This is an optimization exercise on Yosys and OpenROAD, whose aim is small area, a short achievable clock period and few clock cycles per item, not a production implementation. Function was checked by simulation only, so behaviour that the tests miss may differ from the original. Power and IR drop assume default switching activity.

`flow/design.v`:
```
module rc_proto_table (
    input  wire [2:0] proto,        
    output reg  [7:0] sync_count,   
    output reg  [7:0] zero_high,
    output reg  [7:0] zero_low,
    output reg  [7:0] one_high,
    output reg  [7:0] one_low,
    output reg        inverted
);
    always @(*) begin
        case (proto)
            3'd1:    begin sync_count = 8'd31; zero_high = 8'd1; zero_low = 8'd3;  one_high = 8'd3; one_low = 8'd1; inverted = 1'b0; end
            3'd2:    begin sync_count = 8'd10; zero_high = 8'd1; zero_low = 8'd2;  one_high = 8'd2; one_low = 8'd1; inverted = 1'b0; end
            3'd3:    begin sync_count = 8'd71; zero_high = 8'd4; zero_low = 8'd11; one_high = 8'd9; one_low = 8'd6; inverted = 1'b0; end
            3'd4:    begin sync_count = 8'd6;  zero_high = 8'd1; zero_low = 8'd3;  one_high = 8'd3; one_low = 8'd1; inverted = 1'b0; end
            3'd5:    begin sync_count = 8'd14; zero_high = 8'd1; zero_low = 8'd2;  one_high = 8'd2; one_low = 8'd1; inverted = 1'b0; end
            default: begin sync_count = 8'd23; zero_high = 8'd1; zero_low = 8'd2;  one_high = 8'd2; one_low = 8'd1; inverted = 1'b1; end
        endcase
    end
endmodule
module rc_div40 (
    input  wire [6:0] r,
    input  wire [3:0] nib,
    input  wire [8:0] s1,        
    input  wire [8:0] s2,        
    input  wire [8:0] s3,        
    output wire [3:0] q,
    output wire [6:0] r_out
);
    function [8:0] step4;        
        input [8:0] t;
        input [8:0] s1, s2, s3;
        reg   [9:0] a, b, c;
        begin
            a = {1'b0, t} - {1'b0, s1};
            b = {1'b0, t} - {1'b0, s2};
            c = {1'b0, t} - {1'b0, s3};
            if (!c[9])      step4 = {2'd3, c[6:0]};
            else if (!b[9]) step4 = {2'd2, b[6:0]};
            else if (!a[9]) step4 = {2'd1, a[6:0]};
            else            step4 = {2'd0, t[6:0]};
        end
    endfunction
    wire [8:0] hi = step4({r, nib[3:2]}, s1, s2, s3);
    wire [8:0] lo = step4({hi[6:0], nib[1:0]}, s1, s2, s3);
    assign q     = {hi[8:7], lo[8:7]};
    assign r_out = lo[6:0];
endmodule
module rc_rx (
    input  wire        clk,
    input  wire        rst,
    input  wire        ev_valid,
    output wire        ev_ready,
    input  wire [15:0] ev_dt,
    input  wire        ev_edge,
    input  wire [7:0]  cfg_tol,      
    input  wire        cfg_in_en,    
    input  wire        clr_valid,    
    output reg         res_valid,
    output reg  [31:0] res_value,
    output reg  [7:0]  res_len,
    output reg  [31:0] res_unit,
    output reg  [2:0]  res_proto
);
    localparam [1:0] DV_IDLE = 2'd0, DV_RUN = 2'd1, DV_TAIL = 2'd2, DV_DONE = 2'd3;
    localparam [1:0] SC_WAIT = 2'd0, SC_BND = 2'd1, SC_SCAN = 2'd2, SC_FAIL = 2'd3;
    localparam [12:0] XMAX = 13'd4301;   
    integer i;
    reg         rdy;
    reg         a_v, a_e;           
    reg         a_f;                
    reg  [1:0]  a_ph;               
    reg  [15:0] a_dt;
    reg  [7:0]  a_tol;
    reg         a_big;              
    reg         last_e;             
    reg         f_gap, f_match;     
    assign ev_ready = rdy;
    wire accept = ev_valid & rdy;
    reg  [31:0] eacc;               
    reg  [31:0] g;                  
    reg  [12:0] tbo [0:32];         
    reg  [12:0] tbe [0:32];         
    reg  [6:0]  cnt;
    reg         rep;
    reg  [7:0]  t_cur;              
    reg  [9:0]  t_x3;               
    reg         rs;                 
    wire in_big = ev_dt > 16'd4300;
    wire in_e   = ev_edge & cfg_in_en;
    wire slow   = in_e & (~last_e | (rep & (cnt >= 7'd7) & in_big));
    reg  [1:0]  dv_st;
    reg  [2:0]  dp;
    reg  [8:0]  ds1, ds2, ds3;      
    reg         dv_fresh;           
    reg  [2:0]  dv_j;
    reg  [3:0]  nib;
    reg  [6:0]  dv_r;
    reg  [29:0] dv_u;
    reg  [3:0]  dq;                 
    reg         dq_v;
    reg  [6:0]  tra;                
    reg  [4:0]  trb;
    reg  [20:0] tq;                 
    reg  [1:0]  tqb;
    reg  [1:0]  sc_st;
    reg  [2:0]  bk;
    reg  [3:0]  kk;
    reg  [22:0] kv;                 
    reg  [2:0]  sp;
    reg  [5:0]  ia, ib;             
    reg  [6:0]  need;               
    reg         fv;                 
    reg  [12:0] x_r, y_r;
    reg  [31:0] scode;
    reg  [29:0] u_cur;
    reg  [20:0] tol_cur;
    reg         tol_c;
    reg  [12:0] zh_lo, zh_hi, zl_lo, zl_hi, oh_lo, oh_hi, ol_lo, ol_hi;
    wire [31:0] d_sum   = eacc + {16'd0, a_dt};
    wire [31:0] d_eff   = a_f ? eacc : {16'd0, a_dt};
    wire        edge_v  = a_v & a_e;
    wire [17:0] sf      = {2'b00, a_dt} - {1'b0, g[16:0]};
    wire        m_fast  = ~|g[31:17] & ((sf <= 18'd200) | (sf >= 18'h3FF38));
    wire [32:0] sx      = {1'b0, eacc} - {1'b0, g};
    wire        m_fold  = (sx <= 33'd200) | (sx >= 33'h1FFFFFF38);
    wire        sc_avail = need <= cnt;
    wire        sc_done  = (sc_st == SC_FAIL) | ((sc_st == SC_SCAN) & ~fv & ~sc_avail);
    wire        t_ok     = (a_tol == t_cur) & ~rs;
    wire        s_fold   = edge_v & a_f & (a_ph == 2'd0);
    wire        s_test   = edge_v & a_f & (a_ph == 2'd1);
    wire        act_ok   = ~a_f | (a_ph == 2'd2);
    wire        e_gap    = a_f ? f_gap : a_big;
    wire        e_match  = a_f ? f_match : m_fast;
    wire        dec_big  = edge_v & act_ok & e_gap & e_match & rep & (cnt > 7'd7);
    wire        stall    = s_fold | s_test | (dec_big & ~(t_ok & sc_done));
    wire        consume  = a_v & ~stall;
    wire        publish  = dec_big & ~stall & (sc_st == SC_SCAN);
    wire        act_edge = edge_v & ~stall;
    wire        new_frame = act_edge & (e_gap | (cnt >= 7'd67) | (cnt == 7'd0));
    wire        wr_slot  = edge_v & act_ok & ~e_gap & (cnt < 7'd67) & (cnt != 7'd0);
    wire        t_new    = edge_v & (a_tol != t_cur);
    wire       take     = (sc_st == SC_WAIT) & (dv_st == DV_DONE) & ~rs;
    wire       dv_first = (dv_st == DV_DONE);
    wire       dv_step  = (dv_st == DV_RUN) | (take & (dp != 3'd6));
    wire [7:0] p_sync, p_zh, p_zl, p_oh, p_ol;
    wire       p_inv;
    rc_proto_table u_tab_scan (
        .proto      (sp),
        .sync_count (p_sync),
        .zero_high  (p_zh),
        .zero_low   (p_zl),
        .one_high   (p_oh),
        .one_low    (p_ol),
        .inverted   (p_inv)
    );
    reg [2:0] g_top;
    always @(*) begin
        g_top = 3'd0;
        for (i = 1; i < 8; i = i + 1)
            if (g[4*i +: 4] != 4'd0) g_top = i[2:0];
    end
    wire [3:0] dq_new;
    wire [6:0] dr_new;
    rc_div40 u_step (
        .r     (dv_fresh ? 7'd0 : dv_r),
        .nib   (nib),
        .s1    (ds1),
        .s2    (ds2),
        .s3    (ds3),
        .q     (dq_new),
        .r_out (dr_new)
    );
    function [9:0] tmul2;            
        input [1:0] q;
        input [7:0] t;
        input [9:0] t3;
        begin
            case (q)
                2'd0:    tmul2 = 10'd0;
                2'd1:    tmul2 = {2'b00, t};
                2'd2:    tmul2 = {1'b0, t, 1'b0};
                default: tmul2 = t3;
            endcase
        end
    endfunction
    function [26:0] smul;
        input [2:0] p;
        begin
            case (p)
                3'd1:    smul = {9'd93,  9'd62,  9'd31};
                3'd2:    smul = {9'd30,  9'd20,  9'd10};
                3'd3:    smul = {9'd213, 9'd142, 9'd71};
                3'd4:    smul = {9'd18,  9'd12,  9'd6};
                3'd5:    smul = {9'd42,  9'd28,  9'd14};
                default: smul = {9'd69,  9'd46,  9'd23};
            endcase
        end
    endfunction
    wire [9:0]  tm_lo = tmul2(dq[1:0], t_cur, t_x3);
    wire [9:0]  tm_hi = tmul2(dq[3:2], t_cur, t_x3);
    wire [12:0] tn = {2'b00, tra, 4'b0000} + {4'b0000, trb, 4'b0000} +
                     {3'b000, tm_lo} + {1'b0, tm_hi, 2'b00};
    reg  [5:0]  tq2;
    reg  [6:0]  trr;
    always @(*) begin
        case (tn[12:5])
            8'd0: begin tq2 = 6'd0; trr = 7'd0; end
            8'd1: begin tq2 = 6'd0; trr = 7'd32; end
            8'd2: begin tq2 = 6'd0; trr = 7'd64; end
            8'd3: begin tq2 = 6'd0; trr = 7'd96; end
            8'd4: begin tq2 = 6'd1; trr = 7'd28; end
            8'd5: begin tq2 = 6'd1; trr = 7'd60; end
            8'd6: begin tq2 = 6'd1; trr = 7'd92; end
            8'd7: begin tq2 = 6'd2; trr = 7'd24; end
            8'd8: begin tq2 = 6'd2; trr = 7'd56; end
            8'd9: begin tq2 = 6'd2; trr = 7'd88; end
            8'd10: begin tq2 = 6'd3; trr = 7'd20; end
            8'd11: begin tq2 = 6'd3; trr = 7'd52; end
            8'd12: begin tq2 = 6'd3; trr = 7'd84; end
            8'd13: begin tq2 = 6'd4; trr = 7'd16; end
            8'd14: begin tq2 = 6'd4; trr = 7'd48; end
            8'd15: begin tq2 = 6'd4; trr = 7'd80; end
            8'd16: begin tq2 = 6'd5; trr = 7'd12; end
            8'd17: begin tq2 = 6'd5; trr = 7'd44; end
            8'd18: begin tq2 = 6'd5; trr = 7'd76; end
            8'd19: begin tq2 = 6'd6; trr = 7'd8; end
            8'd20: begin tq2 = 6'd6; trr = 7'd40; end
            8'd21: begin tq2 = 6'd6; trr = 7'd72; end
            8'd22: begin tq2 = 6'd7; trr = 7'd4; end
            8'd23: begin tq2 = 6'd7; trr = 7'd36; end
            8'd24: begin tq2 = 6'd7; trr = 7'd68; end
            8'd25: begin tq2 = 6'd8; trr = 7'd0; end
            8'd26: begin tq2 = 6'd8; trr = 7'd32; end
            8'd27: begin tq2 = 6'd8; trr = 7'd64; end
            8'd28: begin tq2 = 6'd8; trr = 7'd96; end
            8'd29: begin tq2 = 6'd9; trr = 7'd28; end
            8'd30: begin tq2 = 6'd9; trr = 7'd60; end
            8'd31: begin tq2 = 6'd9; trr = 7'd92; end
            8'd32: begin tq2 = 6'd10; trr = 7'd24; end
            8'd33: begin tq2 = 6'd10; trr = 7'd56; end
            8'd34: begin tq2 = 6'd10; trr = 7'd88; end
            8'd35: begin tq2 = 6'd11; trr = 7'd20; end
            8'd36: begin tq2 = 6'd11; trr = 7'd52; end
            8'd37: begin tq2 = 6'd11; trr = 7'd84; end
            8'd38: begin tq2 = 6'd12; trr = 7'd16; end
            8'd39: begin tq2 = 6'd12; trr = 7'd48; end
            8'd40: begin tq2 = 6'd12; trr = 7'd80; end
            8'd41: begin tq2 = 6'd13; trr = 7'd12; end
            8'd42: begin tq2 = 6'd13; trr = 7'd44; end
            8'd43: begin tq2 = 6'd13; trr = 7'd76; end
            8'd44: begin tq2 = 6'd14; trr = 7'd8; end
            8'd45: begin tq2 = 6'd14; trr = 7'd40; end
            8'd46: begin tq2 = 6'd14; trr = 7'd72; end
            8'd47: begin tq2 = 6'd15; trr = 7'd4; end
            8'd48: begin tq2 = 6'd15; trr = 7'd36; end
            8'd49: begin tq2 = 6'd15; trr = 7'd68; end
            8'd50: begin tq2 = 6'd16; trr = 7'd0; end
            8'd51: begin tq2 = 6'd16; trr = 7'd32; end
            8'd52: begin tq2 = 6'd16; trr = 7'd64; end
            8'd53: begin tq2 = 6'd16; trr = 7'd96; end
            8'd54: begin tq2 = 6'd17; trr = 7'd28; end
            8'd55: begin tq2 = 6'd17; trr = 7'd60; end
            8'd56: begin tq2 = 6'd17; trr = 7'd92; end
            8'd57: begin tq2 = 6'd18; trr = 7'd24; end
            8'd58: begin tq2 = 6'd18; trr = 7'd56; end
            8'd59: begin tq2 = 6'd18; trr = 7'd88; end
            8'd60: begin tq2 = 6'd19; trr = 7'd20; end
            8'd61: begin tq2 = 6'd19; trr = 7'd52; end
            8'd62: begin tq2 = 6'd19; trr = 7'd84; end
            8'd63: begin tq2 = 6'd20; trr = 7'd16; end
            8'd64: begin tq2 = 6'd20; trr = 7'd48; end
            8'd65: begin tq2 = 6'd20; trr = 7'd80; end
            8'd66: begin tq2 = 6'd21; trr = 7'd12; end
            8'd67: begin tq2 = 6'd21; trr = 7'd44; end
            8'd68: begin tq2 = 6'd21; trr = 7'd76; end
            8'd69: begin tq2 = 6'd22; trr = 7'd8; end
            8'd70: begin tq2 = 6'd22; trr = 7'd40; end
            8'd71: begin tq2 = 6'd22; trr = 7'd72; end
            8'd72: begin tq2 = 6'd23; trr = 7'd4; end
            8'd73: begin tq2 = 6'd23; trr = 7'd36; end
            8'd74: begin tq2 = 6'd23; trr = 7'd68; end
            8'd75: begin tq2 = 6'd24; trr = 7'd0; end
            8'd76: begin tq2 = 6'd24; trr = 7'd32; end
            8'd77: begin tq2 = 6'd24; trr = 7'd64; end
            8'd78: begin tq2 = 6'd24; trr = 7'd96; end
            8'd79: begin tq2 = 6'd25; trr = 7'd28; end
            8'd80: begin tq2 = 6'd25; trr = 7'd60; end
            8'd81: begin tq2 = 6'd25; trr = 7'd92; end
            8'd82: begin tq2 = 6'd26; trr = 7'd24; end
            8'd83: begin tq2 = 6'd26; trr = 7'd56; end
            8'd84: begin tq2 = 6'd26; trr = 7'd88; end
            8'd85: begin tq2 = 6'd27; trr = 7'd20; end
            8'd86: begin tq2 = 6'd27; trr = 7'd52; end
            8'd87: begin tq2 = 6'd27; trr = 7'd84; end
            8'd88: begin tq2 = 6'd28; trr = 7'd16; end
            8'd89: begin tq2 = 6'd28; trr = 7'd48; end
            8'd90: begin tq2 = 6'd28; trr = 7'd80; end
            8'd91: begin tq2 = 6'd29; trr = 7'd12; end
            8'd92: begin tq2 = 6'd29; trr = 7'd44; end
            8'd93: begin tq2 = 6'd29; trr = 7'd76; end
            8'd94: begin tq2 = 6'd30; trr = 7'd8; end
            8'd95: begin tq2 = 6'd30; trr = 7'd40; end
            8'd96: begin tq2 = 6'd30; trr = 7'd72; end
            8'd97: begin tq2 = 6'd31; trr = 7'd4; end
            8'd98: begin tq2 = 6'd31; trr = 7'd36; end
            8'd99: begin tq2 = 6'd31; trr = 7'd68; end
            8'd100: begin tq2 = 6'd32; trr = 7'd0; end
            8'd101: begin tq2 = 6'd32; trr = 7'd32; end
            8'd102: begin tq2 = 6'd32; trr = 7'd64; end
            8'd103: begin tq2 = 6'd32; trr = 7'd96; end
            8'd104: begin tq2 = 6'd33; trr = 7'd28; end
            8'd105: begin tq2 = 6'd33; trr = 7'd60; end
            8'd106: begin tq2 = 6'd33; trr = 7'd92; end
            8'd107: begin tq2 = 6'd34; trr = 7'd24; end
            8'd108: begin tq2 = 6'd34; trr = 7'd56; end
            8'd109: begin tq2 = 6'd34; trr = 7'd88; end
            8'd110: begin tq2 = 6'd35; trr = 7'd20; end
            8'd111: begin tq2 = 6'd35; trr = 7'd52; end
            8'd112: begin tq2 = 6'd35; trr = 7'd84; end
            8'd113: begin tq2 = 6'd36; trr = 7'd16; end
            8'd114: begin tq2 = 6'd36; trr = 7'd48; end
            8'd115: begin tq2 = 6'd36; trr = 7'd80; end
            8'd116: begin tq2 = 6'd37; trr = 7'd12; end
            8'd117: begin tq2 = 6'd37; trr = 7'd44; end
            8'd118: begin tq2 = 6'd37; trr = 7'd76; end
            8'd119: begin tq2 = 6'd38; trr = 7'd8; end
            8'd120: begin tq2 = 6'd38; trr = 7'd40; end
            8'd121: begin tq2 = 6'd38; trr = 7'd72; end
            8'd122: begin tq2 = 6'd39; trr = 7'd4; end
            8'd123: begin tq2 = 6'd39; trr = 7'd36; end
            8'd124: begin tq2 = 6'd39; trr = 7'd68; end
            8'd125: begin tq2 = 6'd40; trr = 7'd0; end
            8'd126: begin tq2 = 6'd40; trr = 7'd32; end
            8'd127: begin tq2 = 6'd40; trr = 7'd64; end
            8'd128: begin tq2 = 6'd40; trr = 7'd96; end
            8'd129: begin tq2 = 6'd41; trr = 7'd28; end
            8'd130: begin tq2 = 6'd41; trr = 7'd60; end
            8'd131: begin tq2 = 6'd41; trr = 7'd92; end
            8'd132: begin tq2 = 6'd42; trr = 7'd24; end
            8'd133: begin tq2 = 6'd42; trr = 7'd56; end
            8'd134: begin tq2 = 6'd42; trr = 7'd88; end
            8'd135: begin tq2 = 6'd43; trr = 7'd20; end
            8'd136: begin tq2 = 6'd43; trr = 7'd52; end
            8'd137: begin tq2 = 6'd43; trr = 7'd84; end
            8'd138: begin tq2 = 6'd44; trr = 7'd16; end
            8'd139: begin tq2 = 6'd44; trr = 7'd48; end
            8'd140: begin tq2 = 6'd44; trr = 7'd80; end
            8'd141: begin tq2 = 6'd45; trr = 7'd12; end
            8'd142: begin tq2 = 6'd45; trr = 7'd44; end
            8'd143: begin tq2 = 6'd45; trr = 7'd76; end
            8'd144: begin tq2 = 6'd46; trr = 7'd8; end
            8'd145: begin tq2 = 6'd46; trr = 7'd40; end
            8'd146: begin tq2 = 6'd46; trr = 7'd72; end
            8'd147: begin tq2 = 6'd47; trr = 7'd4; end
            8'd148: begin tq2 = 6'd47; trr = 7'd36; end
            8'd149: begin tq2 = 6'd47; trr = 7'd68; end
            8'd150: begin tq2 = 6'd48; trr = 7'd0; end
            8'd151: begin tq2 = 6'd48; trr = 7'd32; end
            8'd152: begin tq2 = 6'd48; trr = 7'd64; end
            8'd153: begin tq2 = 6'd48; trr = 7'd96; end
            8'd154: begin tq2 = 6'd49; trr = 7'd28; end
            8'd155: begin tq2 = 6'd49; trr = 7'd60; end
            8'd156: begin tq2 = 6'd49; trr = 7'd92; end
            8'd157: begin tq2 = 6'd50; trr = 7'd24; end
            8'd158: begin tq2 = 6'd50; trr = 7'd56; end
            8'd159: begin tq2 = 6'd50; trr = 7'd88; end
            8'd160: begin tq2 = 6'd51; trr = 7'd20; end
            8'd161: begin tq2 = 6'd51; trr = 7'd52; end
            8'd162: begin tq2 = 6'd51; trr = 7'd84; end
            8'd163: begin tq2 = 6'd52; trr = 7'd16; end
            8'd164: begin tq2 = 6'd52; trr = 7'd48; end
            8'd165: begin tq2 = 6'd52; trr = 7'd80; end
            8'd166: begin tq2 = 6'd53; trr = 7'd12; end
            8'd167: begin tq2 = 6'd53; trr = 7'd44; end
            8'd168: begin tq2 = 6'd53; trr = 7'd76; end
            8'd169: begin tq2 = 6'd54; trr = 7'd8; end
            8'd170: begin tq2 = 6'd54; trr = 7'd40; end
            8'd171: begin tq2 = 6'd54; trr = 7'd72; end
            8'd172: begin tq2 = 6'd55; trr = 7'd4; end
            8'd173: begin tq2 = 6'd55; trr = 7'd36; end
            8'd174: begin tq2 = 6'd55; trr = 7'd68; end
            8'd175: begin tq2 = 6'd56; trr = 7'd0; end
            8'd176: begin tq2 = 6'd56; trr = 7'd32; end
            8'd177: begin tq2 = 6'd56; trr = 7'd64; end
            8'd178: begin tq2 = 6'd56; trr = 7'd96; end
            8'd179: begin tq2 = 6'd57; trr = 7'd28; end
            8'd180: begin tq2 = 6'd57; trr = 7'd60; end
            8'd181: begin tq2 = 6'd57; trr = 7'd92; end
            8'd182: begin tq2 = 6'd58; trr = 7'd24; end
            8'd183: begin tq2 = 6'd58; trr = 7'd56; end
            8'd184: begin tq2 = 6'd58; trr = 7'd88; end
            8'd185: begin tq2 = 6'd59; trr = 7'd20; end
            default: begin tq2 = 6'd0; trr = 7'd0; end
        endcase
    end
    wire        big  = |u_cur[29:19];
    wire [18:0] us   = u_cur[18:0];
    wire [22:0] k8   = kk[3] ? {1'b0, us, 3'b000} : kk[2] ? {2'b00, us, 2'b00} : 23'd0;
    wire [22:0] k2   = kk[1] ? {3'b000, us, 1'b0} : 23'd0;
    wire [22:0] k1   = kk[0] ? {4'b0000, us} : 23'd0;
    wire [22:0] kv_n = k8 + k2 + k1;
    wire [24:0] b_lo = {2'b00, kv} - {4'b0000, tol_cur} - {24'd0, tol_c};
    wire [24:0] b_hi = {2'b00, kv} + {4'b0000, tol_cur} + {24'd0, tol_c};
    reg  [3:0]  kb;
    always @(*) begin
        case (bk)
            3'd1:    kb = p_zh[3:0];
            3'd2:    kb = p_zl[3:0];
            3'd3:    kb = p_oh[3:0];
            default: kb = p_ol[3:0];
        endcase
    end
    wire        big_lo0 = ((kb == 4'd1) & (t_cur >= 8'd100)) | ((kb == 4'd2) & (t_cur >= 8'd200));
    wire [12:0] n_lo = big ? (big_lo0 ? 13'd0 : XMAX) :
                       b_lo[24] ? 13'd0 : (|b_lo[23:13] | (b_lo[12:0] > 13'd4300)) ? XMAX : b_lo[12:0];
    wire [12:0] n_hi = (big | (|b_hi[23:13]) | (b_hi[12:0] > 13'd4300)) ? XMAX : b_hi[12:0];
    wire        bnd_last = (sp == 3'd3) ? (bk == 3'd4) : (bk == 3'd2);
    wire [3:0]  kk_n = (bk == 3'd0) ? p_zl[3:0] : (bk == 3'd1) ? p_oh[3:0] : p_ol[3:0];
    wire        inv  = (sp == 3'd6);
    wire [12:0] rd_o = tbo[ia];
    wire [12:0] rd_e = tbe[ib];
    wire is_zero = (x_r >= zh_lo) & (x_r <= zh_hi) & (y_r >= zl_lo) & (y_r <= zl_hi);
    wire is_one  = (x_r >= oh_lo) & (x_r <= oh_hi) & (y_r >= ol_lo) & (y_r <= ol_hi);
    wire sc_fetch = ~rs & (((sc_st == SC_BND) & ~fv) | (sc_st == SC_SCAN)) & sc_avail;
    wire sc_check = ~rs & (sc_st == SC_SCAN) & fv;
    wire sc_take  = ~rs & take;
    wire sc_bnd   = ~rs & (sc_st == SC_BND);
    always @(posedge clk) begin
        if (rst) begin
            rdy       <= 1'b1;
            a_v       <= 1'b0;
            last_e    <= 1'b1;
            eacc      <= 32'd0;
            g         <= 32'd0;
            cnt       <= 7'd0;
            rep       <= 1'b0;
            t_cur     <= 8'd0;
            t_x3      <= 10'd0;
            rs        <= 1'b1;
            dv_st     <= DV_IDLE;
            dp        <= 3'd1;
            sc_st     <= SC_WAIT;
            sp        <= 3'd1;
            fv        <= 1'b0;
            res_valid <= 1'b0;
            res_value <= 32'd0;
            res_len   <= 8'd0;
            res_unit  <= 32'd0;
            res_proto <= 3'd0;
        end else begin
            if (accept)
                a_v <= 1'b1;
            else if (consume)
                a_v <= 1'b0;
            if (accept)
                last_e <= in_e;
            rdy <= ~(accept & slow) & ~(a_v & stall);
            if ((a_v & ~a_e) | s_fold)
                eacc <= d_sum;
            if (act_edge)
                eacc <= 32'd0;
            if (wr_slot)
                cnt <= cnt + 7'd1;
            rs <= 1'b0;
            if (t_new) begin
                t_cur <= a_tol;
                t_x3  <= {2'b00, a_tol} + {1'b0, a_tol, 1'b0};
                rs    <= 1'b1;
            end
            if (new_frame) begin
                g   <= d_eff;
                cnt <= 7'd1;
                rs  <= 1'b1;
                rep <= e_gap & e_match & ~rep;
            end
            if (publish) begin
                res_valid <= 1'b1;
                res_value <= scode;
                res_len   <= {2'b00, cnt[6:1] - ((cnt[0]) ? 6'd0 : 6'd1)};
                res_unit  <= {2'b00, u_cur};
                res_proto <= sp;
            end else if (clr_valid) begin
                res_valid <= 1'b0;
                res_value <= 32'd0;
                res_len   <= 8'd0;
                res_unit  <= 32'd0;
                res_proto <= 3'd0;
            end
            if (rs) begin
                dv_st <= DV_RUN;
                dp    <= 3'd1;
            end else begin
                case (dv_st)
                    DV_RUN:  if (dv_j == 3'd0) dv_st <= DV_TAIL;
                    DV_TAIL: dv_st <= DV_DONE;
                    DV_DONE: begin
                        if (take) begin
                            if (dp == 3'd6) begin
                                dv_st <= DV_IDLE;
                            end else begin
                                dp    <= dp + 3'd1;
                                dv_st <= (dv_j == 3'd0) ? DV_TAIL : DV_RUN;
                            end
                        end
                    end
                    default: ;
                endcase
            end
            if (rs) begin
                sc_st <= SC_WAIT;
                sp    <= 3'd1;
                fv    <= 1'b0;
            end else begin
                if (sc_take)
                    fv <= 1'b0;
                else if (sc_fetch)
                    fv <= 1'b1;
                else if (sc_check)
                    fv <= 1'b0;
                case (sc_st)
                    SC_WAIT: if (take) sc_st <= SC_BND;
                    SC_BND:  if (bnd_last) sc_st <= SC_SCAN;
                    SC_SCAN: begin
                        if (fv & ~(is_zero | is_one)) begin
                            if (sp == 3'd6) begin
                                sc_st <= SC_FAIL;
                            end else begin
                                sp    <= sp + 3'd1;
                                sc_st <= SC_WAIT;
                            end
                        end
                    end
                    default: ;
                endcase
            end
        end
    end
    always @(posedge clk) begin
        if (accept) begin
            a_e   <= in_e;
            a_f   <= ~last_e;
            a_ph  <= 2'd0;
            a_dt  <= ev_dt;
            a_tol <= cfg_tol;
            a_big <= in_big;
        end else if (s_fold | s_test) begin
            a_ph  <= a_ph + 2'd1;
        end
        if (s_test) begin
            f_gap   <= eacc > 32'd4300;
            f_match <= m_fold;
        end
        if (wr_slot) begin
            if (cnt[0])
                tbo[cnt[6:1]] <= d_eff[12:0];
            else
                tbe[cnt[6:1] - 6'd1] <= d_eff[12:0];
        end
        if (dv_step | (dv_st == DV_TAIL))
            dv_r <= dr_new;
        dq    <= dq_new;
        if (rs) begin
            {ds3, ds2, ds1} <= smul(3'd1);
            dv_fresh <= 1'b1;
            dv_j  <= g_top;
            nib   <= g[{g_top, 2'b00} +: 4];
            dv_u  <= 30'd0;
            dq_v  <= 1'b0;
            tra   <= 7'd0;
            trb   <= 5'd0;
            tq    <= 21'd0;
            tqb   <= 2'd0;
        end else begin
            if (dq_v) begin
                tra <= trr;
                trb <= tn[4:0];
                tq  <= {tq[16:0] + {11'd0, tqb, 4'b0000}, tq2[3:0]};
                tqb <= tq2[5:4];
            end
            if (dv_step) begin
                dv_u  <= {dv_first ? 26'd0 : dv_u[25:0], dq_new};
                dv_fresh <= 1'b0;
                dv_j  <= dv_j - 3'd1;
                nib   <= g[{dv_j - 3'd1, 2'b00} +: 4];
                dq_v  <= 1'b1;
                if (dv_j == 3'd0) begin
                    {ds3, ds2, ds1} <= smul(dp + 3'd1);
                    dv_fresh <= 1'b1;
                    dv_j  <= g_top;
                    nib   <= g[{g_top, 2'b00} +: 4];
                end
            end else begin
                dq_v  <= 1'b0;
            end
            if (dv_first & dv_step) begin
                tra   <= 7'd0;
                trb   <= 5'd0;
                tq    <= 21'd0;
                tqb   <= 2'd0;
            end
            if ((dv_st == DV_TAIL) & (dv_j != 3'd0) & ({5'd0, nib} < ds1)) begin
                dv_fresh <= 1'b0;
                dv_j  <= dv_j - 3'd1;
                nib   <= g[{dv_j - 3'd1, 2'b00} +: 4];
            end
        end
        if (sc_take) begin
            u_cur   <= dv_u;
            tol_cur <= tq + {15'd0, tqb, 4'b0000};
            tol_c   <= ({1'b0, tra} + {3'b000, trb}) >= 8'd100;
            scode   <= 32'd0;
            ia      <= p_inv ? 6'd1 : 6'd0;
            ib      <= 6'd0;
            need    <= p_inv ? 7'd4 : 7'd3;
            kv      <= (sp == 3'd3) ? {2'b00, dv_u[18:0], 2'b00} : {4'b0000, dv_u[18:0]};
            bk      <= 3'd1;
            kk      <= p_zl[3:0];
        end
        if (sc_bnd) begin
            kv <= kv_n;
            kk <= kk_n;
            bk <= bk + 3'd1;
            case (bk)
                3'd1: begin
                    zh_lo <= n_lo;  zh_hi <= n_hi;
                    if (sp != 3'd3) begin ol_lo <= n_lo; ol_hi <= n_hi; end
                end
                3'd2: begin
                    zl_lo <= n_lo;  zl_hi <= n_hi;
                    if (sp != 3'd3) begin oh_lo <= n_lo; oh_hi <= n_hi; end
                end
                3'd3: begin oh_lo <= n_lo; oh_hi <= n_hi; end
                3'd4: begin ol_lo <= n_lo; ol_hi <= n_hi; end
                default: ;
            endcase
        end
        if (sc_fetch) begin
            x_r  <= inv ? rd_e : rd_o;
            y_r  <= inv ? rd_o : rd_e;
            ia   <= ia + 6'd1;
            ib   <= ib + 6'd1;
            need <= need + 7'd2;
        end
        if (sc_check)
            scode <= {scode[30:0], ~is_zero};
    end
endmodule
```
`flow/flow/run.sh`:
```
#!/bin/bash
# The standard layout, with one change: the buffers that ORFS puts on
# every input and output port are buf_4 cells instead of the slow delay
# buffer buffer_ports picks by default. Everything else is standard.sh.
set -euo pipefail
export BUFFER_PORTS_ARGS="-buffer_cell sky130_fd_sc_hd__buf_4"
bash standard.sh > standard.log 2>&1
```
`flow/standard.sh`:
```
#!/bin/bash
# synth_recipe.tcl (not shown) runs the flow's synth.tcl, then flattens the netlist and writes it again
# the make line also repeats each setting of config.mk as NAME=value (left out here)
make -C /OpenROAD-flow-scripts/flow DESIGN_CONFIG=/design/flow/config.mk WORK_HOME=/design/flow/orfs CLKGATE_MAP_FILE= SYNTH_SCRIPT=/design/flow/synth_recipe.tcl "${@:-finish}"
```
`flow/config.mk`:
```
export PLATFORM = sky130hd
export DESIGN_NAME = rc_rx
export DESIGN_NICKNAME = rc_rx
export VERILOG_FILES = /design/flow/design.v
export SDC_FILE = /design/flow/constraint.sdc
export NUM_CORES = 4
export LEC_CHECK = 0
export CAP_MARGIN = 20
export CORE_MARGIN = 2
export CORE_UTILIZATION = 40
export SLEW_MARGIN = 20
```
`flow/constraint.sdc`:
```
create_clock -name core_clock -period 20.0 [get_ports {clk}]
set_input_delay 4.0000 -clock core_clock [delete_from_list [all_inputs] [get_ports {clk}]]
set_output_delay 4.0000 -clock core_clock [all_outputs]
set_load 0.01 [all_outputs]
```
==> results of run 1 <==
## kinds of logic after synthesis
logic type,Yosys count
simple gates,1417
other cells,1
fa+ha+maj,392
mux,456
xor+xnor,194
flops,1431
buf+inv,615
compound gates,1021
## per-layer routing
layer / vias to the layer above / global-route usage, %
met5: - / 0
met2: 1397 / 30.1
met4: 2 / 4.91
met3: 222 / 3.48
li1: 21070 / -
met1: 22873 / 28.5
## stage by stage
| step | hold WS [ns] | util (%) | cells | cell area (µm²) |
|---|---|---|---|---|
| 3_3_place_gp | 0.414 | 42.4 | 7829 | 74800 |
| 2_1_floorplan | 0.408 | - | 5530 | 71100 |
| 5_1_grt | 0.440 | 45.3 | 8114 | 79900 |
| 3_5_place_dp | 0.416 | 42.4 | 7829 | 74800 |
| 6_report | 0.415 | 45.3 | 8114 | 79900 |
| 4_1_cts | 0.423 | 45.3 | 8112 | 79900 |
## final cells by class
| class | instances | share of cell area [%] |
|---|---|---|
| antenna | 1 | 0.00313 |
| clock buffer | 199 | 5.25 |
| clock inverter | 84 | 1.12 |
| inverter | 345 | 1.62 |
| multi-input combinational | 3484 | 35.7 |
| sequential | 1431 | 50.4 |
| tap | 2340 | 3.66 |
| timing repair buffer | 230 | 2.19 |
## worst max-delay path: stages (launching register included)
cell                       delay (ns)
sky130_fd_sc_hd__dfxtp_1         0.58
sky130_fd_sc_hd__nor2b_1         0.49
sky130_fd_sc_hd__a22oi_1         0.21
sky130_fd_sc_hd__fa_1            0.52
sky130_fd_sc_hd__inv_1           0.04
sky130_fd_sc_hd__ha_1            0.27
sky130_fd_sc_hd__ha_1            0.16
sky130_fd_sc_hd__inv_1           0.05
sky130_fd_sc_hd__fa_1            0.39
sky130_fd_sc_hd__nor2b_1         0.11
sky130_fd_sc_hd__o21ai_0         0.09
sky130_fd_sc_hd__a21boi_0        0.39
sky130_fd_sc_hd__or2_2           0.70
sky130_fd_sc_hd__nand2_1         0.24
sky130_fd_sc_hd__a21boi_0        0.21
sky130_fd_sc_hd__nor2_1          0.13
sky130_fd_sc_hd__a21oi_1         0.05
sky130_fd_sc_hd__mux4_2          0.48
sky130_fd_sc_hd__o21ai_0         0.22
sky130_fd_sc_hd__a21oi_1         0.11
sky130_fd_sc_hd__a21oi_1         0.17
## synthesized netlist by cell type (16+ instances only)
master | n | share of area (%)
sky130_fd_sc_hd__edfxtp_1 | 1164 | 49
sky130_fd_sc_hd__nor2_1 | 477 | 2.5
sky130_fd_sc_hd__a21oi_1 | 374 | 2.6
sky130_fd_sc_hd__ha_1 | 354 | 6.2
sky130_fd_sc_hd__inv_1 | 343 | 1.8
sky130_fd_sc_hd__nand2_1 | 282 | 1.5
sky130_fd_sc_hd__mux4_2 | 276 | 8.7
sky130_fd_sc_hd__dfxtp_1 | 267 | 7.5
sky130_fd_sc_hd__clkbuf_1 | 190 | 1.0
sky130_fd_sc_hd__o21ai_0 | 152 | 1.1
sky130_fd_sc_hd__mux2i_1 | 145 | 2.0
sky130_fd_sc_hd__nand3_1 | 128 | 0.90
sky130_fd_sc_hd__xnor2_1 | 127 | 1.6
sky130_fd_sc_hd__nor3_1 | 82 | 0.58
sky130_fd_sc_hd__nor3b_1 | 74 | 0.78
sky130_fd_sc_hd__and3_1 | 73 | 0.64
sky130_fd_sc_hd__xor2_1 | 66 | 0.81
sky130_fd_sc_hd__a21o_1 | 63 | 0.67
sky130_fd_sc_hd__a211oi_1 | 58 | 0.61
sky130_fd_sc_hd__nor2b_1 | 57 | 0.50
sky130_fd_sc_hd__nand2b_1 | 54 | 0.48
sky130_fd_sc_hd__buf_1 | 51 | 0.27
sky130_fd_sc_hd__o21a_1 | 49 | 0.52
sky130_fd_sc_hd__o211ai_1 | 44 | 0.46
sky130_fd_sc_hd__nand4_1 | 41 | 0.36
sky130_fd_sc_hd__fa_1 | 38 | 1.1
sky130_fd_sc_hd__nor4_1 | 38 | 0.33
sky130_fd_sc_hd__mux2_2 | 35 | 0.55
sky130_fd_sc_hd__a22oi_1 | 34 | 0.36
sky130_fd_sc_hd__a31oi_1 | 29 | 0.26
sky130_fd_sc_hd__o31ai_1 | 23 | 0.24
sky130_fd_sc_hd__and2_1 | 22 | 0.19
sky130_fd_sc_hd__or3_1 | 22 | 0.19
sky130_fd_sc_hd__or2_2 | 20 | 0.18
sky130_fd_sc_hd__buf_2 | 18 | 0.13
sky130_fd_sc_hd__o21bai_1 | 16 | 0.17
## worst min-delay path by stage
| stage | slack [ns] | startpoint | end |
|---|---|---|---|
| floorplan | 0.41 | dv_u[26] | u_cur[26] |
| global placement | 0.41 | dv_u[27] | u_cur[27] |
| detailed placement | 0.42 | dv_u[27] | u_cur[27] |
| CTS | 0.42 | dv_u[27] | u_cur[27] |
| global route | 0.44 | dv_u[27] | u_cur[27] |
| finish | 0.42 | dv_u[27] | u_cur[27] |
## power breakdown
group          total (µW)  internal (µW)  switching [µW]
registers            3340           3280            55.8
clock network        2840           1630            1220
logic                 974            376             597
## registers in the layout (all words and copies together), names as in the netlist, 32 cells and up, named ones only
name,count
tbe,429
eacc,32
g,32
res_value,32
scode,32
tbo,429
==> out/qor.log, run 1 <==
qor: run_status.status complete, no violations
qor: timing.worst_slew_pin_slew 1.16 ns
qor: placement.detailed_place_hpwl 122000 µm
qor: floorplan.dieHeight 426 µm
qor: timing.period_needed 5.69 ns
qor: clock_network.clk_path_buf_depth 3
qor: yosys.synth_simple_gate_area_share 9.70%
qor: clock_network.ctsRootBufferMaster sky130_fd_sc_hd__clkbuf_16
qor: flow_run.max-cap-violations 0
qor: global_route.grt.overflow.total 0
qor: yosys.synth_compound_gate_area_share 9.23%
qor: yosys.asyncSetResetFlopFracSynth 0%
qor: worst_setup_path.worstPathArrival 6.41 ns
qor: timing.least_setup_slack_across_all_paths_after_layout 14.31 ns
qor: floorplan.core-area 0.176 mm²
qor: global_route.pin_count_of_the_biggest_net_entering_global_routing 112
qor: yosys.post_synthesis_register_bit_count 1431
qor: layout.synthToLayoutAreaGrowth 12.4%
qor: timing.slew_viol_final 0
qor: timing.rsz_0062_raised_after_global_routing false
qor: floorplan.io-pin-count 107
qor: global_route.via_count_of_the_first_global_routing_pass 44048
qor: worst_setup_path.crit_required 20.72 ns
qor: clock_network.cts-hold-fix-buffers 0
qor: layout.num-fill-cells 15767
qor: floorplan.floorplan.die_area 0.181 mm²
qor: worst_setup_path.ff2ff_path_depth 20
qor: layout.final_layout_size_suffix_gt1_share 14.5%
qor: worst_setup_path.endpoint_kind register
qor: layout.final_common_cell sky130_fd_sc_hd__edfxtp_1
qor: detailed_routing.drc 0
qor: power_and_ir_drop.report.power.total 7160 µW
qor: yosys.synth_top_family_by_area multiplexers
qor: detailed_routing.top_layer_used met5
qor: placement.port_buffers 102
qor: yosys.post_synth_num_cell_types 94
qor: hold_path.hold_path_depth 0
qor: global_route.grt_antenna_before_repair 4
qor: detailed_routing.met3WireLength 11500 µm
qor: yosys.synthesis.area 0.0711 mm²
qor: placement.dpl_worst_slack 14.23 ns
qor: yosys.commonest_register_cell_after_synthesis sky130_fd_sc_hd__edfxtp_1
qor: timing.final-setup-viol-count 0
qor: layout.finalNetCount 6068
qor: placement.place_congestion 0.891
qor: worst_setup_path.regToRegEndpoint tra[5]
qor: yosys.synth-edff-count 1164
qor: worst_setup_path.critical_path.startpoint dq[0]
qor: clock_network.postCtsSetupBuffers 0
qor: clock_network.h-tree-depth 4
qor: detailed_routing.met1_length 82200 µm
qor: power_and_ir_drop.maximum_vdd_drop 107 µV
qor: layout.multiInputGateArea 0.0285 mm²
qor: worst_setup_path.critical_path.endpoint tra[5]
qor: detailed_routing.detailedRoute.firstIterationViolations 4119
qor: clock_network.clock_latency_of_the_later_clocked_register_in_the_worst_skew_pair 0.82 ns
qor: timing.clock_skew 0.0363 ns
qor: detailed_routing.final_routed_wirelength_across_all_metal_layers 179000 µm
qor: global_route.gr_usage_total 19.6%
qor: global_route.first_pass_grt_wire_length 273000 µm
qor: detailed_routing.viasPerCell 5.62
qor: detailed_routing.antenna_left 0
qor: detailed_routing.routed-via-count 45564
qor: power_and_ir_drop.cellLeakagePower 0.0291 µW
qor: yosys.synthXorXnorAreaFrac 2.41%
qor: hold_path.min_path_type reg -> reg
qor: yosys.postSynthAreaPerCell 12.9 µm²
qor: floorplan.core.rowCount 154
qor: yosys.area_share_of_fa_ha_maj_cells_after_synthesis 7.30%
qor: yosys.synth.mux.area_fraction 11.3%
qor: yosys.post_synth_inst_count 5527
qor: worst_setup_path.worstSetupStartpointType register
qor: detailed_routing.wl_met2 81200 µm
qor: clock_network.cts_repair_resize_count 0
qor: worst_setup_path.setup_slack_on_the_worst_flop_to_flop_path 14.31 ns
qor: detailed_routing.drt-pass1-iter-count 5
qor: timing.final_hold_viols 0
qor: floorplan.die_x 426 µm
qor: detailed_routing.per_cell_routed_wire_length 22.1 µm
qor: clock_network.cts_num_sinks 1431
qor: clock_network.path_clk_slew 0.06 ns
qor: timing.fin_tns_setup 0 ns
qor: clock_network.numCtsBuffers 154
qor: floorplan.initial_utilization 40.3%
qor: timing.min_period_over_period 28.4%
qor: timing.max_slew_margin 21.7%
qor: layout.area.sequential 0.0403 mm²
qor: worst_setup_path.crit-reg2reg-launch dq[0]
qor: layout.final_cell_mix sky130_fd_sc_hd__edfxtp_1, sky130_fd_sc_hd__nor2_1, sky130_fd_sc_hd__a21oi_1
qor: timing.max_freq 176 MHz
qor: yosys.ys_seq_area_share 56.7%
qor: worst_setup_path.critical_path_fanouts_max 40
qor: yosys.yosys_warnings 3
qor: power_and_ir_drop.power.density_cell_area 89.5 mW/mm²
qor: worst_setup_path.worst_path_class_setup reg -> reg
qor: clock_network.cts_tree built
Testbench counts, summed over its fixed seeds: cycles 22,743, events 22,061.
==> run 2, diff against run 1 <==
==> flow/run.sh (new file) <==
#!/bin/bash
# synth_recipe.tcl (not shown) runs the flow's synth.tcl, then flattens the netlist and writes it again
# the make line also repeats each setting of config.mk as NAME=value (left out here)
make -C /OpenROAD-flow-scripts/flow DESIGN_CONFIG=/design/flow/config.mk WORK_HOME=/design/flow/orfs CLKGATE_MAP_FILE= SYNTH_SCRIPT=/design/flow/synth_recipe.tcl finish
removed: flow/flow/run.sh
removed: flow/standard.sh
==> out/qor.log, run 2 <==
qor: global_route.gr_usage_total 19.5% [was 19.6%]
qor: floorplan.io-pin-count 107 [unchanged]
qor: power_and_ir_drop.power.switching_fraction 26.2% [was 26.1%]
qor: yosys.ys_seq_area_share 56.7% [unchanged]
qor: worst_setup_path.crit-reg2reg-launch dq[0] [unchanged]
qor: global_route.grt.overflow.total 0 [unchanged]
qor: clock_network.ctsRootBufferMaster sky130_fd_sc_hd__clkbuf_16 [unchanged]
qor: yosys.post_synth_num_cell_types 94 [unchanged]
qor: timing.hold-worst-slack 0.427 ns [was 0.415 ns]
qor: detailed_routing.antenna_left 0 [unchanged]
qor: timing.final_hold_viols 0 [unchanged]
qor: power_and_ir_drop.intPower 5170 µW [was 5290 µW]
qor: worst_setup_path.critical_path.startpoint res_value[3] [was dq[0]]
qor: clock_network.path_clk_slew 0.06 ns [about the same]
qor: yosys.synthesis.area 0.0711 mm² [unchanged]
qor: clock_network.cts_repair_resize_count 0 [unchanged]
qor: power_and_ir_drop.clockPowerShare 38.5% [was 39.8%]
qor: clock_network.h-tree-depth 4 [unchanged]
qor: layout.area.sequential 0.0403 mm² [about the same]
qor: flow_run.max-cap-violations 0 [unchanged]
qor: yosys.yosysTopAreaCellShare 49.2% [unchanged]
qor: layout.final_layout_size_suffix_gt1_share 12.4% [was 14.5%]
qor: global_route.via_count_of_the_first_global_routing_pass 44219 [was 44048]
qor: power_and_ir_drop.power.density_cell_area 87.9 mW/mm² [was 89.5 mW/mm²]
qor: placement.place_congestion 0.851 [was 0.891]
qor: yosys.asyncSetResetFlopFracSynth 0% [unchanged]
qor: worst_setup_path.ff2ff_path_depth 17 [was 20]
qor: timing.max_slew_margin 30.9% [was 21.7%]
qor: worst_setup_path.worst_path_class_setup reg -> out [was reg -> reg]
qor: detailed_routing.final_routed_wirelength_across_all_metal_layers 178000 µm [was 179000 µm]
qor: worst_setup_path.endpoint_kind output pin [was register]
qor: global_route.first_pass_grt_wire_length 272000 µm [was 273000 µm]
qor: floorplan.dieHeight 426 µm [unchanged]
qor: clock_network.numCtsBuffers 149 [was 154]
qor: yosys.ys_top_cells_by_area sky130_fd_sc_hd__edfxtp_1, sky130_fd_sc_hd__mux4_2, sky130_fd_sc_hd__dfxtp_1 [unchanged]
qor: timing.period_needed 5.95 ns [was 5.69 ns]
qor: detailed_routing.drc 0 [unchanged]
qor: worst_setup_path.crit_path_top_delay_cell sky130_fd_sc_hd__clkdlybuf4s50_1 [was sky130_fd_sc_hd__or2_2]
qor: clock_network.clk_path_buf_depth 3 [unchanged]
qor: yosys.synth-edff-count 1164 [unchanged]
qor: clock_network.clock_latency_of_the_later_clocked_register_in_the_worst_skew_pair 0.80 ns [was 0.82 ns]
qor: floorplan.initial_utilization 40.3% [unchanged]
qor: yosys.synth.most_common_cell sky130_fd_sc_hd__edfxtp_1 [unchanged]
qor: hold_path.min_path_type reg -> reg [unchanged]
qor: power_and_ir_drop.maximum_vdd_drop 91.2 µV [was 107 µV]
qor: floorplan.die_x 426 µm [unchanged]
qor: detailed_routing.viasPerCell 5.61 [was 5.62]
qor: floorplan.core.rowCount 154 [unchanged]
qor: global_route.pin_count_of_the_biggest_net_entering_global_routing 110 [was 112]
qor: timing.max_freq 168 MHz [was 176 MHz]
qor: clock_network.postCtsSetupBuffers 0 [unchanged]
qor: detailed_routing.detailedRoute.firstIterationViolations 4272 [was 4119]
qor: yosys.post_synth_inst_count 5527 [unchanged]
qor: placement.port_buffers 102 [unchanged]
qor: layout.synthToLayoutAreaGrowth 12.2% [was 12.4%]
qor: run_status.status complete, no violations [unchanged]
qor: yosys.post_synth_most_frequent_cells sky130_fd_sc_hd__edfxtp_1, sky130_fd_sc_hd__nor2_1, sky130_fd_sc_hd__a21oi_1 [unchanged]
qor: detailed_routing.routed-via-count 45375 [was 45564]
qor: clock_network.cts-hold-fix-buffers 0 [unchanged]
qor: layout.final_common_cell sky130_fd_sc_hd__edfxtp_1 [unchanged]
qor: timing.min_period_over_period 29.7% [was 28.4%]
qor: yosys.postSynthAreaPerCell 12.9 µm² [unchanged]
qor: detailed_routing.drt-pass1-iter-count 8 [was 5]
qor: layout.layoutNonFillerInstCount 8095 [was 8114]
qor: worst_setup_path.critical_path_fanouts_max 3 [was 40]
qor: timing.clock_skew 0.0426 ns [was 0.0363 ns]
qor: worst_setup_path.regToRegEndpoint tra[2] [was tra[5]]
qor: worst_setup_path.crit_path_cell_trace clkdlybuf4s50_1 [was nor2b_1 > a22oi_1 > fa_1 > inv_1 > ha_1 > ha_1 > inv_1 > fa_1 > nor2b_1 > o21ai_0 > a21boi_0 > or2_2 > nand2_1 > a21boi_0 > nor2_1 > a21oi_1 > mux4_2 > o21ai_0 > a21oi_1 > a21oi_1]
qor: layout.num-fill-cells 15798 [was 15767]
qor: worst_setup_path.crit_path_max_cell_delay 0.62 ns [was 0.70 ns]
qor: power_and_ir_drop.cellLeakagePower 0.0287 µW [was 0.0291 µW]
qor: yosys.synth_area_leader_cell sky130_fd_sc_hd__edfxtp_1 [unchanged]
qor: power_and_ir_drop.power.net_switching 1840 µW [was 1870 µW]
qor: layout.final_cell_mix sky130_fd_sc_hd__edfxtp_1, sky130_fd_sc_hd__nor2_1, sky130_fd_sc_hd__a21oi_1 [unchanged]
qor: timing.worst_slew_pin_slew 1.04 ns [was 1.16 ns]
qor: floorplan.floorplan.die_area 0.181 mm² [unchanged]
qor: yosys.post_synthesis_register_bit_count 1431 [unchanged]
qor: floorplan.core-area 0.176 mm² [unchanged]
qor: power_and_ir_drop.report.power.total 7010 µW [was 7160 µW]
qor: layout.finalNetCount 6056 [was 6068]
qor: worst_setup_path.worstSetupStartpointType register [unchanged]
qor: global_route.grt_antenna_before_repair 0 [was 4]
qor: timing.final-setup-viol-count 0 [unchanged]
qor: clock_network.cts_tree built [unchanged]
qor: detailed_routing.per_cell_routed_wire_length 22.0 µm [was 22.1 µm]
qor: power_and_ir_drop.p_seq_share 47.6% [was 46.6%]
qor: worst_setup_path.worstPathArrival 1.95 ns [was 6.41 ns]
qor: timing.fin_tns_setup 0 ns [unchanged]
qor: worst_setup_path.cp_num_cells 1 [was 20]
qor: worst_setup_path.setup_slack_on_the_worst_flop_to_flop_path 14.31 ns [about the same]
qor: placement.detailed_place_hpwl 121000 µm [was 122000 µm]
qor: power_and_ir_drop.power.combinational.fraction 14.0% [was 13.6%]
qor: yosys.yosys_warnings 3 [unchanged]
qor: yosys.commonest_register_cell_after_synthesis sky130_fd_sc_hd__edfxtp_1 [unchanged]
qor: worst_setup_path.crit_required 16.00 ns [was 20.72 ns]
qor: layout.multiInputGateArea 0.0286 mm² [was 0.0285 mm²]
qor: worst_setup_path.critPathTopFamily buffers and inverters [was simple AND/OR/NAND/NOR gates]
qor: placement.post-place-cells 7823 [was 7829]
qor: worst_setup_path.critical_path.endpoint res_value[3] [was tra[5]]
qor: timing.slew_viol_final 0 [unchanged]
qor: worst_setup_path.cp_num_buf_inv 1 [was 2]
qor: timing.rsz_0062_raised_after_global_routing false [unchanged]
qor: clock_network.cts_num_sinks 1431 [unchanged]
[run 2: cell types whose count changed in the layout (fill, tap and decap cells not counted), moves of 4 or more]
| cell | change |
|---|---|
| sky130_fd_sc_hd__buf_4 | -107 |
| sky130_fd_sc_hd__nor2_2 | +7 |
| sky130_fd_sc_hd__clkinv_4 | -4 |
| sky130_fd_sc_hd__clkbuf_1 | +13 |
| sky130_fd_sc_hd__clkdlybuf4s50_1 | +100 |
| sky130_fd_sc_hd__nor2_1 | -7 |
| sky130_fd_sc_hd__bufinv_16 | -6 |
| sky130_fd_sc_hd__clkbuf_8 | -4 |
| sky130_fd_sc_hd__clkinv_2 | -6 |
[run 2: cell type report]
class	count	share of cell area, %
Inverter	345	1.62
Timing Repair Buffer	223	2.41
Tap cell	2340	3.67
Sequential cell	1431	50.6
Clock buffer	207	5.22
Multi-Input combinational cell	3484	35.8
Antenna cell	2	0.00628
Clock inverter	63	0.692
[run 2: worst min path at each step]
stage	end	cells past startpoint	slack (ns)	startpoint
floorplan	u_cur[26]	0	0.41	dv_u[26]
global placement	u_cur[27]	0	0.41	dv_u[27]
detailed placement	u_cur[27]	0	0.42	dv_u[27]
CTS	u_cur[27]	0	0.43	dv_u[27]
global route	u_cur[29]	0	0.45	dv_u[29]
finish	u_cur[29]	0	0.43	dv_u[29]
[run 2: cells by family (layout without fill, tap and decap cells)]
| family | count (synthesis) | count (layout) | synth area share, % |
|---|---|---|---|
| buf+inv | 615 | 838 | 3.34 |
| other cells | 1 | 6 | 0.00527 |
| simple gates | 1417 | 1417 | 9.70 |
| flops | 1431 | 1431 | 56.7 |
| fa+ha+maj | 392 | 392 | 7.30 |
| mux | 456 | 456 | 11.3 |
| compound gates | 1021 | 1021 | 9.23 |
| xor+xnor | 194 | 194 | 2.41 |
[run 2: per-stage QoR]
stage | cell area, µm² | util (%) | worst slack [ns]
after global placement | 75000 | 42.6 | 13.74
after detailed placement | 75000 | 42.6 | 13.85
after global routing | 79700 | 45.2 | 13.91
after CTS | 79700 | 45.2 | 13.96
after floorplan | 71100 | - | 14.61
final | 79800 | 45.2 | 14.05
[run 2: layer usage]
layer  track usage, %  part of all wire [%]  vias to the layer above
li1                 -                     -                    21025
met1             28.5                    46                    22811
met2             30.4                    46                     1310
met3             2.66                   5.5                      229
met4             5.43                   2.4                        0
met5                0                     0                        -
[run 2: power by group through the flow]
stage / combinational [µW] / clock (µW) / sequential, µW
after floorplan: 740 / 0 / 3360
after global placement: 951 / 0 / 3400
after detailed placement: 964 / 0 / 3400
after CTS: 969 / 2750 / 3330
after global routing: 1080 / 2870 / 3340
final: 979 / 2700 / 3340

separate check: timing with driven ports:
No port has a modelled driver above. Below, the same layouts with a new extraction and two added sets of constraints.
Step 1 assumes that a clkbuf_16 drives the clock port and a buf_2 every other input.
Step 2 also shifts input and output timing later by t, the mid clock arrival at the registers, as if the neighbouring blocks saw the same clock.
Slacks: ideal / step 1 / step 2; pairs: ideal / step 1.
run	shift t [ns]	slack for setup (ns)	worst setup path at the end	latest minus earliest clock arrival (ns)	slew at the worst register clock pin (ns)
run 1	0.876	14.312 / 14.312 / 14.168	input to register	0.036 / 0.036	0.06 / 0.06
run 2	0.859	14.050 / 13.974 / 13.916	input to register	0.043 / 0.043	0.07 / 0.07
After both steps setup and hold are still met in every run listed. The setup slack of run 1, which loses most, moves by 0.000 ns with the drivers and by -0.144 ns with both steps.
